What follows belongs to an exercise in optimizing a design on an open flow for small area, a short achievable clock period and few clock cycles; a production flow would make more cautious choices.
Where RTL was checked, it was by simulation tests only, not by an equivalence proof against the original.
Power and IR drop assume default switching activity.

==> branch juniper <==
Design lorenc, start of the top module:
module lorenc (
    input  wire        clk,
    input  wire        rst,
    input  wire        op_valid,
    input  wire [1:0]  op_code,
    input  wire [7:0]  op_start,
    input  wire [8:0]  op_src_len,
    output wire        busy,
    output reg         done,
    output reg  [1:0]  status,
    input  wire        en,
    input  wire        tp_present,
    input  wire        ok,
    input  wire        tx_empty,
    output reg  [7:0]  tx_data,
    output reg         tx_valid,
    output reg         tx_last,
    output wire [8:0]  src_addr,
    output reg         src_re,
    input  wire [7:0]  src_data,
    input  wire        cfg_we,
    input  wire [1:0]  cfg_idx,
    input  wire [20:0] cfg_wdata,
    input  wire [2:0]  cfg_count,
    output reg         hb_req,
    output reg         log_evt,
    output reg  [2:0]  fault,
    output wire [8:0]  total,
    input  wire [7:0]  occ_idx,
    output wire        occ_bit
);
==> flow/config.mk <==
export PLATFORM = sky130hd
export DESIGN_NAME = lorenc
export DESIGN_NICKNAME = lorenc
export VERILOG_FILES = /design/flow/design.v
export SDC_FILE = /design/flow/constraint.sdc
export NUM_CORES = 4
export LEC_CHECK = 0
export CAP_MARGIN = 20
export CORE_MARGIN = 2
export CORE_UTILIZATION = 45
export PLACE_DENSITY = 0.6
export SETUP_SLACK_MARGIN = 4.7
export SLEW_MARGIN = 20
export SYNTH_HIERARCHICAL = 1
==> flow/constraint.sdc <==
create_clock -name core_clock -period 10.0 [get_ports {clk}]
set_input_delay 2.0000 -clock core_clock [delete_from_list [all_inputs] [get_ports {clk}]]
set_output_delay 2.0000 -clock core_clock [all_outputs]
set_load 0.01 [all_outputs]
run.sh (not shown) runs the stock make flow with config.mk's settings and CLKGATE_MAP_FILE= SYNTH_SCRIPT=/design/flow/synth_recipe.tcl, a recipe that flattens the netlist after the stock synthesis.
==> inputs of branch amber, as changes to branch juniper <==
--- a/flow/design.v
+++ b/flow/design.v
@@ -63,34 +63,32 @@
         .val(oval),
         .hit(occ_bit)
     );
     reg [3:0]  h_np1;
     reg [8:0]  h_hi;
     reg [18:0] h_w;
     always @(posedge clk)
-        if (st == S_INIT)
-            for (oc = 0; oc < 4; oc = oc + 1) begin
-                h_w = cfg[oc];
-                case (h_w[18:16])
-                    3'd1:    h_np1 = h_w[7:4] - {3'd0, (h_w[3:0] == 4'd0)};
-                    3'd2:    h_np1 = 4'd1;
-                    3'd4:    h_np1 = 4'd3;
-                    3'd5:    h_np1 = 4'd7;
-                    3'd6:    h_np1 = 4'd15;
-                    default: h_np1 = 4'd0;
-                endcase
-                h_hi = {1'b0, h_w[15:8]} + {5'd0, h_np1};
-                oval[oc] <= (n_ctrl > oc) && (h_w[7:0] != 8'd0) && (h_w[15:8] != 8'd255);
-                hi8[oc]  <= (h_hi > 9'd254) ? 8'd254 : h_hi[7:0];
-            end
+        for (oc = 0; oc < 4; oc = oc + 1) begin
+            h_w = cfg[oc];
+            case (h_w[18:16])
+                3'd1:    h_np1 = h_w[7:4] - {3'd0, (h_w[3:0] == 4'd0)};
+                3'd2:    h_np1 = 4'd1;
+                3'd4:    h_np1 = 4'd3;
+                3'd5:    h_np1 = 4'd7;
+                3'd6:    h_np1 = 4'd15;
+                default: h_np1 = 4'd0;
+            endcase
+            h_hi = {1'b0, h_w[15:8]} + {5'd0, h_np1};
+            oval[oc] <= (n_ctrl > oc) && (h_w[7:0] != 8'd0) && (h_w[15:8] != 8'd255);
+            hi8[oc]  <= (h_hi > 9'd254) ? 8'd254 : h_hi[7:0];
+        end
     reg [2:0]  st;
     reg        is_alloff;
     reg        rst_fill;
     reg [7:0]  start_r;
-    reg [8:0]  src_len_r;
     reg        en_r, tp_r, ok_r, txe_r;
     reg [3:0]  cnt;
     reg [2:0]  ci;
     reg        init_f;           
     reg        i_v;              
     reg        op_exh;           
     assign busy = (st != S_IDLE);
@@ -126,16 +124,16 @@
                         pl_np = {1'b0, pl_n[7:4]} + {4'b0, (pl_n[3:0] != 4'd0)};
                         pl_lastl = (pl_n[3:0] == 4'd0) ? 8'd16 : {4'd0, pl_n[3:0]}; end
             3'd2: begin pl_eff = {4'b0, pl_n}; pl_cpp = {1'b0, pl_n[7:1]}; pl_np = 5'd2;
                         pl_lastl = {1'b0, pl_n[7:1]}; end
             default: begin pl_eff = {4'b0, pl_n}; pl_cpp = pl_n; pl_np = 5'd1; end
         endcase
     end
-    wire [8:0] pl_last  = {1'b0, pl_u} + {4'b0, pl_np} - 9'd1;
-    wire       pl_bad   = (pl_np != 5'd0) && (pl_u == 8'd0 || pl_last > 9'd254);
+    wire [5:0] pl_top   = {2'b0, pl_u[3:0]} + {1'b0, pl_np};
+    wire       pl_bad   = (pl_np != 5'd0) && (pl_u == 8'd0 || (pl_u[7:4] == 4'hF && pl_top[5:4] != 2'b00));
     wire       pl_empty = (pl_np == 5'd0) || (pl_cpp == 8'd0);
     wire [3:0] pl_nbc   = pl_cpp[7:4] + {3'b0, (pl_cpp[3:0] != 4'd0)};
     wire [3:0] pl_nbl   = pl_lastl[7:4] + {3'b0, (pl_lastl[3:0] != 4'd0)};
     wire [4:0] pl_tnc   = (pl_cpp[3:0] == 4'd0) ? 5'd16 : {1'b0, pl_cpp[3:0]};
     wire [4:0] pl_tnl   = (pl_lastl[3:0] == 4'd0) ? 5'd16 : {1'b0, pl_lastl[3:0]};
     reg [4:0]  cu_p, cu_np;
     reg [7:0]  cu_cpp, cu_g0, cu_base, cu_unit;
@@ -230,82 +228,74 @@
                 ring_nx[(TS * i + TS - 1) * 8 +: 8] = tap_wd;
     end
     always @(posedge clk)
         ring <= ring_nx;
     reg        ib_act;
     reg [6:0]  ib_bb;
     reg [4:0]  ib_n, ib_cnt;
-    reg [15:0] ib_iss;
+    reg [3:0]  ib_t;            
     reg [2:0]  ib_bk;
     reg [7:0]  ib_unit;
     reg        ib_plast;
     wire       frame_acc = (st == S_IDLE) && op_valid && (op_code == 2'd2);
     wire       issuing = (st == S_RUN) || (st == S_CHK && !is_alloff) || frame_acc;
-    wire [6:0] ph3     = ph + 7'd3;
+    reg  [6:0] ph3;             
     wire [TB-1:0] is_j0 = ph3[TB-1:0] - ib_bb[TB-1:0];
-    reg  [3:0] is_j;
-    reg        is_ok;
-    integer    kk;
-    always @* begin
-        is_j  = 4'd0;
-        is_ok = 1'b0;
-        for (kk = 16 / TS - 1; kk >= 0; kk = kk - 1)
-            if ({1'b0, is_j0} + TS * kk < ib_n && !ib_iss[is_j0 + TS * kk]) begin
-                is_j  = is_j0 + TS * kk;
-                is_ok = 1'b1;
-            end
-    end
+    wire [3:0] is_j  = {ib_t[3], is_j0};
+    wire       is_ok = ({1'b0, is_j} < ib_n);
     wire [6:0] is_g    = ib_bb + {3'b0, is_j};
     wire       is_go   = ib_act && (is_alloff || is_ok);
     wire       is_fin  = is_go && (is_alloff || (ib_cnt == ib_n - 5'd1));
     wire       e_idle_nx;
     reg  [1:0] nout;
     wire       rb_full_w, rq_full_w;
     wire [2:0] n_ahead = {1'b0, nout} + {2'b0, rb_full_w} + {2'b0, rq_full_w};
     wire       ib_load = issuing && (!op_exh || frame_acc) && (cu_st == CU_RDY) &&
                          (!ib_act || is_fin) &&
                          (n_ahead[2:1] == 2'd0 || (n_ahead == 3'd2 && !e_act));
     assign cu_take = ib_load;
     reg        abort;
     reg        s1_v, s2_v, s3_v;
     reg [3:0]  s1_j, s2_j, s3_j;
-    reg [MW-1:0] s1_m, s2_m, s3_m;
+    reg [MW-1:0] s2_m, s3_m;
+    wire [6:0]   ph2 = ph3 - 7'd1;
     reg        s1_f, s2_f, s3_f;    
     reg        s1_l, s2_l, s3_l;    
     reg [2:0]  s1_bk, s2_bk, s3_bk;
     reg [7:0]  s1_u, s2_u, s3_u;
     reg        s1_pl, s2_pl, s3_pl;
     reg [6:0]  src_a;
     reg [7:0]  sd_r;
     reg [7:0]  tap_old;             
     assign src_addr = {2'b0, src_a};
     always @(posedge clk) begin
         sd_r  <= src_data;
         src_a <= is_g;
         s1_j  <= is_j;
-        s1_m  <= is_g[6:TB] - ph3[6:TB];
         s1_f  <= (ib_cnt == 5'd0);
         s1_l  <= is_fin;
         s1_bk <= ib_bk;
         s1_u  <= ib_unit;
         s1_pl <= ib_plast;
-        s2_j <= s1_j; s2_m <= s1_m; s2_f <= s1_f; s2_l <= s1_l;
+        s2_m  <= src_a[6:TB] - ph2[6:TB];
+        s2_j <= s1_j; s2_f <= s1_f; s2_l <= s1_l;
         s2_bk <= s1_bk; s2_u <= s1_u; s2_pl <= s1_pl;
         s3_j <= s2_j; s3_m <= s2_m; s3_f <= s2_f; s3_l <= s2_l;
         s3_bk <= s2_bk; s3_u <= s2_u; s3_pl <= s2_pl;
         tap_old <= ring[{s2_m, {TB{1'b0}}, 3'b0} + 8 +: 8];
+        if (!ib_t[3])
+            ib_t <= ib_t + 4'd1;
         if (is_go) begin
             ib_cnt <= ib_cnt + 5'd1;
-            ib_iss[is_j] <= 1'b1;
         end
         if (ib_load) begin
             ib_bb    <= (frame_acc ? op_start[6:0] : start_r[6:0]) + cu_bbrel[6:0];
             ib_n     <= cu_bn;
             ib_cnt   <= 5'd0;
-            ib_iss   <= 16'd0;
+            ib_t     <= 4'd0;
             ib_bk    <= cu_b;
             ib_unit  <= cu_unit;
             ib_plast <= (cu_b == 3'd0);
         end
     end
     always @(posedge clk) begin
         if (rst) begin
@@ -329,21 +319,20 @@
             else if (is_fin)
                 ib_act <= 1'b0;
         end
     end
     wire       p_off   = is_alloff;
     wire       p_ch    = (sd_r != tap_old) && !p_off;
     reg [127:0] rbV;
-    reg [15:0]  rb_vm;
+    reg [4:0]   rb_n;            
     reg         rb_chg, rb_full, rb_term, rb_off, rb_bchg;
     reg [2:0]   rb_bk;
     reg [7:0]   rb_unit;
     reg         pchg;
     assign rb_full_w = rb_full;
-    wire [15:0] p_jbit   = 16'd1 << s3_j;
     wire        chg_nx   = (s3_f ? 1'b0 : rb_chg) | p_ch;
     wire        bank_chg = force_chg | chg_nx | p_off;
     wire        bank_trm = s3_pl && (pchg | bank_chg);
     wire        p_cmpl   = s3_v && s3_l && (bank_chg || bank_trm);
     always @* begin
         tap_wr = {NT{1'b0}};
         tap_wd = sd_r;
@@ -351,25 +340,25 @@
             tap_wr = {NT{1'b1}};
             tap_wd = 8'hFF;
         end else if (s3_v && !p_off && st == S_RUN) begin
             tap_wr[s3_m] = 1'b1;
         end
     end
     reg [127:0] rqV;
-    reg [15:0]  rq_vm;
+    reg [4:0]   rq_n;
     reg         rq_full, rq_term, rq_off, rq_tonly;
     reg [2:0]   rq_bk;
     reg [7:0]   rq_unit;
     assign rq_full_w = rq_full;
     wire e_load  = e_idle_nx && rq_full;
     wire rq_load = rb_full && (!rq_full || e_load);
     always @(posedge clk) begin
         if (rq_load) begin
             rqV      <= rbV;
-            rq_vm    <= rb_vm;
+            rq_n     <= rb_n;
             rq_term  <= rb_term;
             rq_off   <= rb_off;
             rq_bk    <= rb_bk;
             rq_unit  <= rb_unit;
             rq_tonly <= !rb_bchg;
         end
         if (rst)
@@ -381,15 +370,15 @@
     end
     integer sl;
     always @(posedge clk) begin
         if (s3_v) begin
             for (sl = 0; sl < 16; sl = sl + 1)
                 if (s3_j == sl && !p_off)
                     rbV[8 * sl +: 8] <= sd_r;
-            rb_vm  <= (s3_f ? 16'd0 : rb_vm) | p_jbit;
+            rb_n   <= (s3_f ? 5'd0 : rb_n) + 5'd1;
             rb_chg <= chg_nx;
         end
         if (s3_v && s3_l) begin
             rb_term <= bank_trm;
             rb_off  <= p_off;
             rb_bk   <= s3_bk;
             rb_unit <= s3_u;
@@ -412,15 +401,16 @@
     localparam E_O = 3'd0, E_Z = 3'd1, E_F = 3'd2, E_C = 3'd3, E_T = 3'd4, E_PRE = 3'd5;
     reg         e_act;
     reg [2:0]   e_ph;
     reg [2:0]   e_f;
     reg [7:0]   e_cval;
     reg [15:0]  e_pend;
     reg [127:0] eV;
-    reg [15:0]  e_vm;
+    reg [4:0]   e_n;
+    wire [15:0] e_vm = ~(16'hFFFF << e_n);
     reg         e_term, e_off;
     reg [2:0]   e_bk;
     reg [7:0]   e_unit;
     reg [15:0] z_v, f_v, c_v, mask_c, mask;
     always @* begin
         for (i = 0; i < 16; i = i + 1) begin
             z_v[i]    = e_vm[i] && (eV[8*i +: 8] == 8'h00);
@@ -503,27 +493,39 @@
             E_Z:     e_next = hasFF ? E_F : (|e_pend) ? E_C : e_term ? E_T : E_PRE;
             E_F:     e_next = (|e_pend) ? E_C : e_term ? E_T : E_PRE;
             E_C:     e_next = (|pend_rest) ? E_C : e_term ? E_T : E_PRE;
             E_O:     e_next = e_term ? E_T : E_PRE;
             default: e_next = E_PRE;
         endcase
     end
-    wire e_end = e_act && e_lastf && (e_next == E_PRE);
+    reg        e_end_r;
+    reg        e_nlast;              
+    always @* begin
+        case (e_ph)
+            E_T:     e_nlast = (e_fnx == 3'd1);
+            E_O:     e_nlast = (e_fnx == 3'd2 && bk0) || (e_fnx == 3'd4);
+            E_PRE:   e_nlast = 1'b0;
+            default: e_nlast = (e_fnx == 3'd5 && mz) || (e_fnx == 3'd6);
+        endcase
+    end
+    wire e_end = e_end_r;
     assign e_idle_nx = !e_act || e_end;
     always @(posedge clk) begin
         if (rst) begin
             e_act    <= 1'b0;
+            e_end_r  <= 1'b0;
             tx_valid <= 1'b0;
             tx_last  <= 1'b0;
         end else begin
+            e_end_r  <= e_act && !e_lastf && !e_load && e_nlast && (e_next == E_PRE);
             tx_valid <= 1'b0;
             tx_last  <= 1'b0;
+            tx_data  <= e_byte;
             if (e_act) begin
                 tx_valid <= 1'b1;
-                tx_data  <= e_byte;
                 tx_last  <= (e_ph == E_T) && (e_f == 3'd1);
                 if (e_f == 3'd0) begin
                     e_cval <= r_cval;
                     if (e_ph == E_PRE) begin
                         e_ph   <= first_ph;
                         e_pend <= c_v;
                     end
@@ -541,65 +543,68 @@
                 end else begin
                     e_f <= e_fnx;
                 end
             end
             if (e_load) begin
                 e_act  <= 1'b1;
                 eV     <= rqV;
-                e_vm   <= rq_vm;
+                e_n    <= rq_n;
                 e_term <= rq_term;
                 e_off  <= rq_off;
                 e_bk   <= rq_bk;
                 e_unit <= rq_unit;
                 e_ph   <= rq_tonly ? E_T : E_PRE;
                 e_f    <= 3'd0;
             end
         end
     end
-    wire [14:0] frame_end = {7'd0, start_r} + {1'b0, total_r};
+    wire [14:0] frame_end_in = {7'd0, op_start} + {1'b0, total_r};
+    reg         addr_bad;
     wire        all_idle  = op_exh && !ib_act && !s1_v && !s2_v && !s3_v && !rb_full && !rq_full && !e_act;
     always @* begin
         abort = 1'b0;
         if (st == S_CHK) begin
             if (fault != 3'd0 || !(en_r && tp_r && ok_r))
                 abort = 1'b1;
-            else if (!is_alloff && (!txe_r || frame_end > {6'd0, src_len_r} || frame_end > 15'd128))
+            else if (!is_alloff && (!txe_r || addr_bad))
                 abort = 1'b1;
         end
     end
     assign cu_restart = rst || (st == S_INIT) || abort;
     always @(posedge clk) begin
         if (rst) begin
             st        <= S_INIT;
             init_f    <= 1'b1;
             rst_fill  <= 1'b1;
             i_v       <= 1'b0;
             cnt       <= 4'd0;
             ci        <= 3'd0;
             ph        <= 7'd0;
+            ph3       <= 7'd3;
             n_ctrl    <= 3'd0;
             force_chg <= 1'b1;
             fault     <= 3'd0;
             total_r   <= 14'd0;
             done      <= 1'b0;
             hb_req    <= 1'b0;
             log_evt   <= 1'b0;
             op_exh    <= 1'b0;
         end else begin
             ph      <= ph + 7'd1;
+            ph3     <= ph3 + 7'd1;
             done    <= 1'b0;
             hb_req  <= 1'b0;
             log_evt <= 1'b0;
             if (issuing && cu_exh)
                 op_exh <= 1'b1;
             case (st)
             S_IDLE: begin
                 if (op_valid) begin
                     start_r   <= op_start;
-                    src_len_r <= op_src_len;
+                    addr_bad  <= (frame_end_in > {6'd0, op_src_len}) || (frame_end_in > 15'd128);
                     en_r      <= en;
                     tp_r      <= tp_present;
                     ok_r      <= ok;
                     txe_r     <= tx_empty;
                     status    <= ST_DONE;
                     op_exh    <= 1'b0;
                     is_alloff <= op_code[0];
@@ -657,15 +662,15 @@
                     status <= ST_NOTREADY;
                     done   <= 1'b1;
                     st     <= S_IDLE;
                 end else if (!is_alloff && !txe_r) begin
                     log_evt <= 1'b1;
                     status  <= ST_BACKP;
                     st      <= S_FIN;
-                end else if (!is_alloff && (frame_end > {6'd0, src_len_r} || frame_end > 15'd128)) begin
+                end else if (!is_alloff && addr_bad) begin
                     fault  <= 3'd4;
                     status <= ST_FAULTED;
                     done   <= 1'b1;
                     st     <= S_IDLE;
                 end else begin
                     st <= S_RUN;
                 end
@@ -704,24 +709,30 @@
     input  wire [7:0] lo0, lo1, lo2, lo3,
     input  wire [7:0] hi0, hi1, hi2, hi3,
     input  wire [3:0] val,
     output wire       hit
 );
     function ge8;
         input [7:0] a, b;
+        reg [7:0] g, e;
+        reg [3:0] g1, e1;
+        reg [1:0] g2, e2;
         integer k;
-        reg gt, eq;
         begin
-            gt = 1'b0;
-            eq = 1'b1;
-            for (k = 7; k >= 0; k = k - 1) begin
-                gt = gt | (eq & a[k] & ~b[k]);
-                eq = eq & (a[k] ~^ b[k]);
+            g = a & ~b;
+            e = a ~^ b;
+            for (k = 0; k < 4; k = k + 1) begin
+                g1[k] = g[2*k+1] | (e[2*k+1] & g[2*k]);
+                e1[k] = e[2*k+1] & e[2*k];
+            end
+            for (k = 0; k < 2; k = k + 1) begin
+                g2[k] = g1[2*k+1] | (e1[2*k+1] & g1[2*k]);
+                e2[k] = e1[2*k+1] & e1[2*k];
             end
-            ge8 = gt | eq;
+            ge8 = g2[1] | (e2[1] & g2[0]) | (e2[1] & e2[0]);
         end
     endfunction
     wire in0 = val[0] && ge8(idx, lo0) && ge8(hi0, idx);
     wire in1 = val[1] && ge8(idx, lo1) && ge8(hi1, idx);
     wire in2 = val[2] && ge8(idx, lo2) && ge8(hi2, idx);
     wire in3 = val[3] && ge8(idx, lo3) && ge8(hi3, idx);
     assign hit = (idx == 8'd0) | in0 | in1 | in2 | in3;
Settings changed: CORE_UTILIZATION 45 to 55, CTS_CLUSTER_DIAMETER set to 100, CTS_CLUSTER_SIZE set to 20, PLACE_DENSITY 0.6 to 0.7.
==> inputs of branch ember, as changes to branch juniper <==
--- a/flow/design.v
+++ b/flow/design.v
@@ -82,15 +82,14 @@
                 oval[oc] <= (n_ctrl > oc) && (h_w[7:0] != 8'd0) && (h_w[15:8] != 8'd255);
                 hi8[oc]  <= (h_hi > 9'd254) ? 8'd254 : h_hi[7:0];
             end
     reg [2:0]  st;
     reg        is_alloff;
     reg        rst_fill;
     reg [7:0]  start_r;
-    reg [8:0]  src_len_r;
     reg        en_r, tp_r, ok_r, txe_r;
     reg [3:0]  cnt;
     reg [2:0]  ci;
     reg        init_f;           
     reg        i_v;              
     reg        op_exh;           
     assign busy = (st != S_IDLE);
@@ -126,16 +125,16 @@
                         pl_np = {1'b0, pl_n[7:4]} + {4'b0, (pl_n[3:0] != 4'd0)};
                         pl_lastl = (pl_n[3:0] == 4'd0) ? 8'd16 : {4'd0, pl_n[3:0]}; end
             3'd2: begin pl_eff = {4'b0, pl_n}; pl_cpp = {1'b0, pl_n[7:1]}; pl_np = 5'd2;
                         pl_lastl = {1'b0, pl_n[7:1]}; end
             default: begin pl_eff = {4'b0, pl_n}; pl_cpp = pl_n; pl_np = 5'd1; end
         endcase
     end
-    wire [8:0] pl_last  = {1'b0, pl_u} + {4'b0, pl_np} - 9'd1;
-    wire       pl_bad   = (pl_np != 5'd0) && (pl_u == 8'd0 || pl_last > 9'd254);
+    wire [5:0] pl_top   = {2'b0, pl_u[3:0]} + {1'b0, pl_np};
+    wire       pl_bad   = (pl_np != 5'd0) && (pl_u == 8'd0 || (pl_u[7:4] == 4'hF && pl_top[5:4] != 2'b00));
     wire       pl_empty = (pl_np == 5'd0) || (pl_cpp == 8'd0);
     wire [3:0] pl_nbc   = pl_cpp[7:4] + {3'b0, (pl_cpp[3:0] != 4'd0)};
     wire [3:0] pl_nbl   = pl_lastl[7:4] + {3'b0, (pl_lastl[3:0] != 4'd0)};
     wire [4:0] pl_tnc   = (pl_cpp[3:0] == 4'd0) ? 5'd16 : {1'b0, pl_cpp[3:0]};
     wire [4:0] pl_tnl   = (pl_lastl[3:0] == 4'd0) ? 5'd16 : {1'b0, pl_lastl[3:0]};
     reg [4:0]  cu_p, cu_np;
     reg [7:0]  cu_cpp, cu_g0, cu_base, cu_unit;
@@ -236,15 +235,15 @@
     reg [4:0]  ib_n, ib_cnt;
     reg [15:0] ib_iss;
     reg [2:0]  ib_bk;
     reg [7:0]  ib_unit;
     reg        ib_plast;
     wire       frame_acc = (st == S_IDLE) && op_valid && (op_code == 2'd2);
     wire       issuing = (st == S_RUN) || (st == S_CHK && !is_alloff) || frame_acc;
-    wire [6:0] ph3     = ph + 7'd3;
+    reg  [6:0] ph3;             
     wire [TB-1:0] is_j0 = ph3[TB-1:0] - ib_bb[TB-1:0];
     reg  [3:0] is_j;
     reg        is_ok;
     integer    kk;
     always @* begin
         is_j  = 4'd0;
         is_ok = 1'b0;
@@ -264,35 +263,36 @@
     wire       ib_load = issuing && (!op_exh || frame_acc) && (cu_st == CU_RDY) &&
                          (!ib_act || is_fin) &&
                          (n_ahead[2:1] == 2'd0 || (n_ahead == 3'd2 && !e_act));
     assign cu_take = ib_load;
     reg        abort;
     reg        s1_v, s2_v, s3_v;
     reg [3:0]  s1_j, s2_j, s3_j;
-    reg [MW-1:0] s1_m, s2_m, s3_m;
+    reg [MW-1:0] s2_m, s3_m;
+    wire [6:0]   ph2 = ph3 - 7'd1;
     reg        s1_f, s2_f, s3_f;    
     reg        s1_l, s2_l, s3_l;    
     reg [2:0]  s1_bk, s2_bk, s3_bk;
     reg [7:0]  s1_u, s2_u, s3_u;
     reg        s1_pl, s2_pl, s3_pl;
     reg [6:0]  src_a;
     reg [7:0]  sd_r;
     reg [7:0]  tap_old;             
     assign src_addr = {2'b0, src_a};
     always @(posedge clk) begin
         sd_r  <= src_data;
         src_a <= is_g;
         s1_j  <= is_j;
-        s1_m  <= is_g[6:TB] - ph3[6:TB];
         s1_f  <= (ib_cnt == 5'd0);
         s1_l  <= is_fin;
         s1_bk <= ib_bk;
         s1_u  <= ib_unit;
         s1_pl <= ib_plast;
-        s2_j <= s1_j; s2_m <= s1_m; s2_f <= s1_f; s2_l <= s1_l;
+        s2_m  <= src_a[6:TB] - ph2[6:TB];
+        s2_j <= s1_j; s2_f <= s1_f; s2_l <= s1_l;
         s2_bk <= s1_bk; s2_u <= s1_u; s2_pl <= s1_pl;
         s3_j <= s2_j; s3_m <= s2_m; s3_f <= s2_f; s3_l <= s2_l;
         s3_bk <= s2_bk; s3_u <= s2_u; s3_pl <= s2_pl;
         tap_old <= ring[{s2_m, {TB{1'b0}}, 3'b0} + 8 +: 8];
         if (is_go) begin
             ib_cnt <= ib_cnt + 5'd1;
             ib_iss[is_j] <= 1'b1;
@@ -551,55 +551,58 @@
                 e_bk   <= rq_bk;
                 e_unit <= rq_unit;
                 e_ph   <= rq_tonly ? E_T : E_PRE;
                 e_f    <= 3'd0;
             end
         end
     end
-    wire [14:0] frame_end = {7'd0, start_r} + {1'b0, total_r};
+    wire [14:0] frame_end_in = {7'd0, op_start} + {1'b0, total_r};
+    reg         addr_bad;
     wire        all_idle  = op_exh && !ib_act && !s1_v && !s2_v && !s3_v && !rb_full && !rq_full && !e_act;
     always @* begin
         abort = 1'b0;
         if (st == S_CHK) begin
             if (fault != 3'd0 || !(en_r && tp_r && ok_r))
                 abort = 1'b1;
-            else if (!is_alloff && (!txe_r || frame_end > {6'd0, src_len_r} || frame_end > 15'd128))
+            else if (!is_alloff && (!txe_r || addr_bad))
                 abort = 1'b1;
         end
     end
     assign cu_restart = rst || (st == S_INIT) || abort;
     always @(posedge clk) begin
         if (rst) begin
             st        <= S_INIT;
             init_f    <= 1'b1;
             rst_fill  <= 1'b1;
             i_v       <= 1'b0;
             cnt       <= 4'd0;
             ci        <= 3'd0;
             ph        <= 7'd0;
+            ph3       <= 7'd3;
             n_ctrl    <= 3'd0;
             force_chg <= 1'b1;
             fault     <= 3'd0;
             total_r   <= 14'd0;
             done      <= 1'b0;
             hb_req    <= 1'b0;
             log_evt   <= 1'b0;
             op_exh    <= 1'b0;
         end else begin
             ph      <= ph + 7'd1;
+            ph3     <= ph3 + 7'd1;
             done    <= 1'b0;
             hb_req  <= 1'b0;
             log_evt <= 1'b0;
             if (issuing && cu_exh)
                 op_exh <= 1'b1;
             case (st)
             S_IDLE: begin
                 if (op_valid) begin
                     start_r   <= op_start;
-                    src_len_r <= op_src_len;
+                    addr_bad  <= (frame_end_in > {6'd0, op_src_len}) || (frame_end_in > 15'd128);
                     en_r      <= en;
                     tp_r      <= tp_present;
                     ok_r      <= ok;
                     txe_r     <= tx_empty;
                     status    <= ST_DONE;
                     op_exh    <= 1'b0;
                     is_alloff <= op_code[0];
@@ -657,15 +660,15 @@
                     status <= ST_NOTREADY;
                     done   <= 1'b1;
                     st     <= S_IDLE;
                 end else if (!is_alloff && !txe_r) begin
                     log_evt <= 1'b1;
                     status  <= ST_BACKP;
                     st      <= S_FIN;
-                end else if (!is_alloff && (frame_end > {6'd0, src_len_r} || frame_end > 15'd128)) begin
+                end else if (!is_alloff && addr_bad) begin
                     fault  <= 3'd4;
                     status <= ST_FAULTED;
                     done   <= 1'b1;
                     st     <= S_IDLE;
                 end else begin
                     st <= S_RUN;
                 end
Settings changed: CTS_CLUSTER_DIAMETER set to 100, CTS_CLUSTER_SIZE set to 20, SETUP_SLACK_MARGIN 4.7 to 5.0.
==> summary of the runs <==
Hold slack: branch amber > branch juniper > branch ember.
In branch amber the cell area is lower than in branch ember, by 2.4%.
Of branch juniper and branch amber, branch juniper has the higher routed wire length (gap 13%, measured against branch amber).
The highest register-to-register slack belongs to branch ember, the lowest to branch juniper.
Via count: branch amber is smaller than branch ember (about 2.4%).
Against branch ember, the fmax of branch amber is higher by 0.25%.
The highest clock power belongs to branch juniper, the lowest to branch amber.
==> figures <==
quantity                                                      branch amber     branch juniper       branch ember
Outcome                                                     finished clean     finished clean     finished clean
Number of clock buffer instances in the layout                         160                270                165
Area share of the largest cell type after synthesis                  0.376              0.355              0.361
Simple-gate share of the synthesized area                           0.0743             0.0800             0.0789
Std-Cell Core Area                                             120000 um^2        152000 um^2        150000 um^2
Timing startpoint of the critical path                          occ_idx[7]         occ_idx[0]         occ_idx[0]
Worst Setup Slack, final                                           4310 ps            4400 ps            4300 ps
Sequential portion of the cell area                                  0.647              0.617              0.653
Global Route met3 Usage                                             0.0314             0.0347             0.0306
Total track usage                                                    0.229              0.202              0.197
Hold Crit Endpoint                                       ring[904]$_DFF_P_  ring[687]$_DFF_P_  ring[868]$_DFF_P_
Reg-to-reg setup timing slack                                      5230 ps            4980 ps            5330 ps
Max transition margin                                                0.294              0.289              0.292
Syn Std Cell Area                                               66300 um^2         69200 um^2         67800 um^2
Proportion of synthesized chip area in sequential cells              0.711              0.709              0.719
Testbench counts of branch amber, summed over its fixed seeds: cycles 58,479.
Testbench counts of branch ember, summed over its fixed seeds: cycles 58,479.
Function not checked in branch juniper: the RTL went through the layout flow alone.

## what the ideal ports hide
In the flow no input, the clock included, has a driving cell. The finished layouts below were timed again as built, in two steps.
Step 1 (the two cells are an assumption about what drives the block):
set clk [get_ports {clk}]
set_driving_cell -lib_cell sky130_fd_sc_hd__clkbuf_16 $clk
set_driving_cell -lib_cell sky130_fd_sc_hd__buf_2 [delete_from_list [all_inputs] $clk]
Step 2 adds t to the input delays and takes it off the output delays; t is the mean of the earliest and latest rising clock arrival at the registers after step 1. Input paths then give back, and output paths get back, about the clock's delay inside the block.
Three values: no drivers, after step 1, after step 2; two values: the first two.
run	t, ns	setup WS [ns]	pins driven straight from the clock port
branch juniper	0.872	4.397 / 4.294 / 4.195	1
branch amber	0.782	4.310 / 4.266 / 4.266	1
branch ember	0.802	4.296 / 4.248 / 4.248	1
After both steps setup and hold are still met in every run listed. The setup slack of branch juniper, which loses most, moves by -0.103 ns with the drivers and by -0.202 ns with both steps.
